What follows belongs to an exercise in optimizing a design on an open flow for small area; a production flow would make more cautious choices. The RTL was checked by simulation tests, not by an equivalence proof against the original design. The flow treats the clock pin as an ideal source, which a real chip does not have. Power is estimated from default activity; no workload was simulated.

## trial 60
## x10_core
module x10_core (
    input  wire       clk,
    input  wire       rst,             
    input  wire       cfg_variant_b,
    input  wire [2:0] cfg_sel,
    input  wire [2:0] cfg_max,
    input  wire [2:0] cfg_mult,
    input  wire [3:0] cfg_house,
    input  wire [1:0] cfg_idle,
    input  wire       ev_valid,
    input  wire [1:0] ev_kind,         
    input  wire [7:0] ev_data,
    output wire       ev_ready,
    output wire       tx_valid,
    output wire [7:0] tx_data,
    input  wire       tx_ready,
    output wire       od_valid,
    output wire [2:0] od_slot,
    output wire [2:0] mux_slot,
    output wire       rep_valid,
    output wire [7:0] rep_byte,
    output reg        want_resync
);
Size in the first run: ~360 cells after synthesis, about 71 flip-flops, roughly 3600 um2 of cells after synthesis.
export LEC_CHECK = 0
export CAP_MARGIN = 20
export CORE_MARGIN = 2
export CORE_UTILIZATION = 40
export SLEW_MARGIN = 20
create_clock -name core_clock -period 10.0 [get_ports {clk}]
standard.sh (not shown) runs the stock make flow with config.mk's settings and CLKGATE_MAP_FILE= SYNTH_SCRIPT=/design/flow/synth_recipe.tcl, a recipe that flattens the netlist after the stock synthesis.
==> flow/flow/run.sh <==
#!/bin/bash
# Own layout flow: the standard flow (standard.sh, all ORFS steps) with
#  - the standard synthesis script (synth_recipe.tcl), except that its ABC
#    call uses the area-oriented mapping script flow/area.abc; the registers
#    are mapped before ABC runs, so they are the standard synthesis's
#  - the settings in flow/extra.mk added to the standard flow's config.mk, and
#    flow/leaf_cts.tcl run around clock_tree_synthesis (PRE_CTS_TCL)
# Each tool's full output is in own_flow.log and in ORFS's logs under orfs/.
set -euo pipefail
W=$(pwd)
F="$W/flow"
{
  echo "proc abc {args} { set i [lsearch -exact \$args -script]; if {\$i >= 0} { lset args [expr {\$i + 1}] {$F/area.abc} }; yosys abc {*}\$args }"
  cat "$W/synth_recipe.tcl"
} > "$W/own_synth.tcl"
cp "$W/config.mk" "$W/own_config.mk"
cat "$F/extra.mk" >> "$W/own_config.mk"
echo "export PRE_CTS_TCL = $F/leaf_cts.tcl" >> "$W/own_config.mk"
sed -e "s#SYNTH_SCRIPT=[^ ]*#SYNTH_SCRIPT=$W/own_synth.tcl#" \
    -e "s#DESIGN_CONFIG=[^ ]*#DESIGN_CONFIG=$W/own_config.mk#" \
    "$W/standard.sh" > "$W/own_standard.sh"
bash "$W/own_standard.sh" > "$W/own_flow.log" 2>&1
Other scripts of this flow, unchanged in this note and not shown: flow/flow/area.abc, flow/flow/extra.mk, flow/flow/leaf_cts.tcl
Edits applied to the flow inputs when going from trial 60 to build 47:
--- a/flow/design.v
+++ b/flow/design.v
@@ -155,25 +155,25 @@
     assign tx_valid = (mode == M_TX);
     assign tx_data  = cnt[3] ? 8'hC3 : (cnt[2:0] == 3'd7) ? 8'h9B : 8'h00;
     assign rep_valid = (mode == M_REP);
     assign rep_byte  = q_byte;
     wire mine = (ev_data[7:4] == house_raw);
     wire       pay_func = q[0];
     wire [3:0] pay_act  = {(mine && pay_func && ev_data[3:1] == 3'b001) ?
                            tl[2:0] : 3'd0, !ev_data[0]};
     wire       b_valid = !ev_data[7] && ev_data[2:0] == 3'd0 && !(ev_data[6] && ev_data[3]);
     wire [3:0] b_act   = {b_valid & !ev_data[6], ev_data[4], b_valid & !ev_data[3], !ev_data[5]};
     wire [3:0] push_act = variant_b ? b_act : pay_act;
     wire b_go = (cnt == 4'd4) && (ev_data == 8'hAD) && (tl != q[31:28]);
-    wire tk_wrap   = variant_b ? tk[2] : (tk == 6'd59);
+    wire tk_wrap   = variant_b ? tk[3] : (tk == 6'b010100);
     wire slow_tick = acc_tick && (!variant_b || tk_wrap);
     wire       act_valid = (mode == M_RUN);
     wire [2:0] act_unit  = q[3:1];
     wire       act_on    = q[0];
     x10_ctrl u_ctrl (
         .clk       (clk),
         .load      (load),
         .cfg_sel   (cfg_sel),
         .cfg_max   (cfg_max),
         .cfg_mult  (cfg_mult),
         .cfg_idle  (cfg_idle),
         .act_valid (act_valid),
@@ -254,20 +254,20 @@
                     q   <= {4'd0, q[31:4]};
                     cnt <= cnt - 4'd1;
                     if (cnt_end)
                         mode <= M_IDLE;     
                 end
             endcase
             if (acc_tick) begin
                 if (variant_b) tl <= 4'd0;
                 if (tk_wrap) begin
                     tk <= 6'd0;
                     if (!variant_b) want_resync <= 1'b1;
                 end else begin
-                    tk <= tk + 6'd1;
+                    tk <= {tk[4:0], !(tk[5] ^ tk[4])};
                 end
             end
             if (acc_sync && mode == M_IDLE)
                 want_resync <= 1'b0;
         end
     end
 endmodule
### Flow results
- Share of total power in the clock network: lower on trial 60
- [build 47 vs trial 60] total standard cell area after synthesis: higher in build 47
- Per the comparison of build 47 with trial 60, relative contribution of combinational cells to total power lost 4.0 points; final routed wirelength across all metal layers lost about 1.2%; global routing usage on met3 picked up an extra 0.67 points; total design power lost 14%; number of non-filler instances in the completed layout lost 3.
- For the synthesized cell count, build 47 came in about 0.8% lower than trial 60 did.
- Re sequential power: build 47 is about 11% down on trial 60.

separate check: timing with driven ports:
How much do the figures lean on ideal ports? The routed layouts below were timed once more, with nothing changed but the port constraints. Step 1, drivers: a clkbuf_16 drives clk and a buf_2 each remaining input, both assumed. Step 2 also shifts input and output timing later by t, the mid clock arrival at the registers, as if the neighbouring blocks saw the same clock. Three values: no drivers, after step 1, after step 2; two values: the first two.
run | t (ns) | setup slack, ns | worst register clock-pin slew, ns | cell pins on the clock port's net
trial 60 | 0.356 | 5.282 / 5.295 / 4.939 | 0.10 / 0.10 | 1
build 47 | 0.362 | 5.337 / 5.348 / 4.985 | 0.10 / 0.10 | 1
After both steps setup and hold are still met in every run listed. For build 47, which loses most, drivers alone change the setup slack by +0.011 ns; drivers and shift together by -0.352 ns.
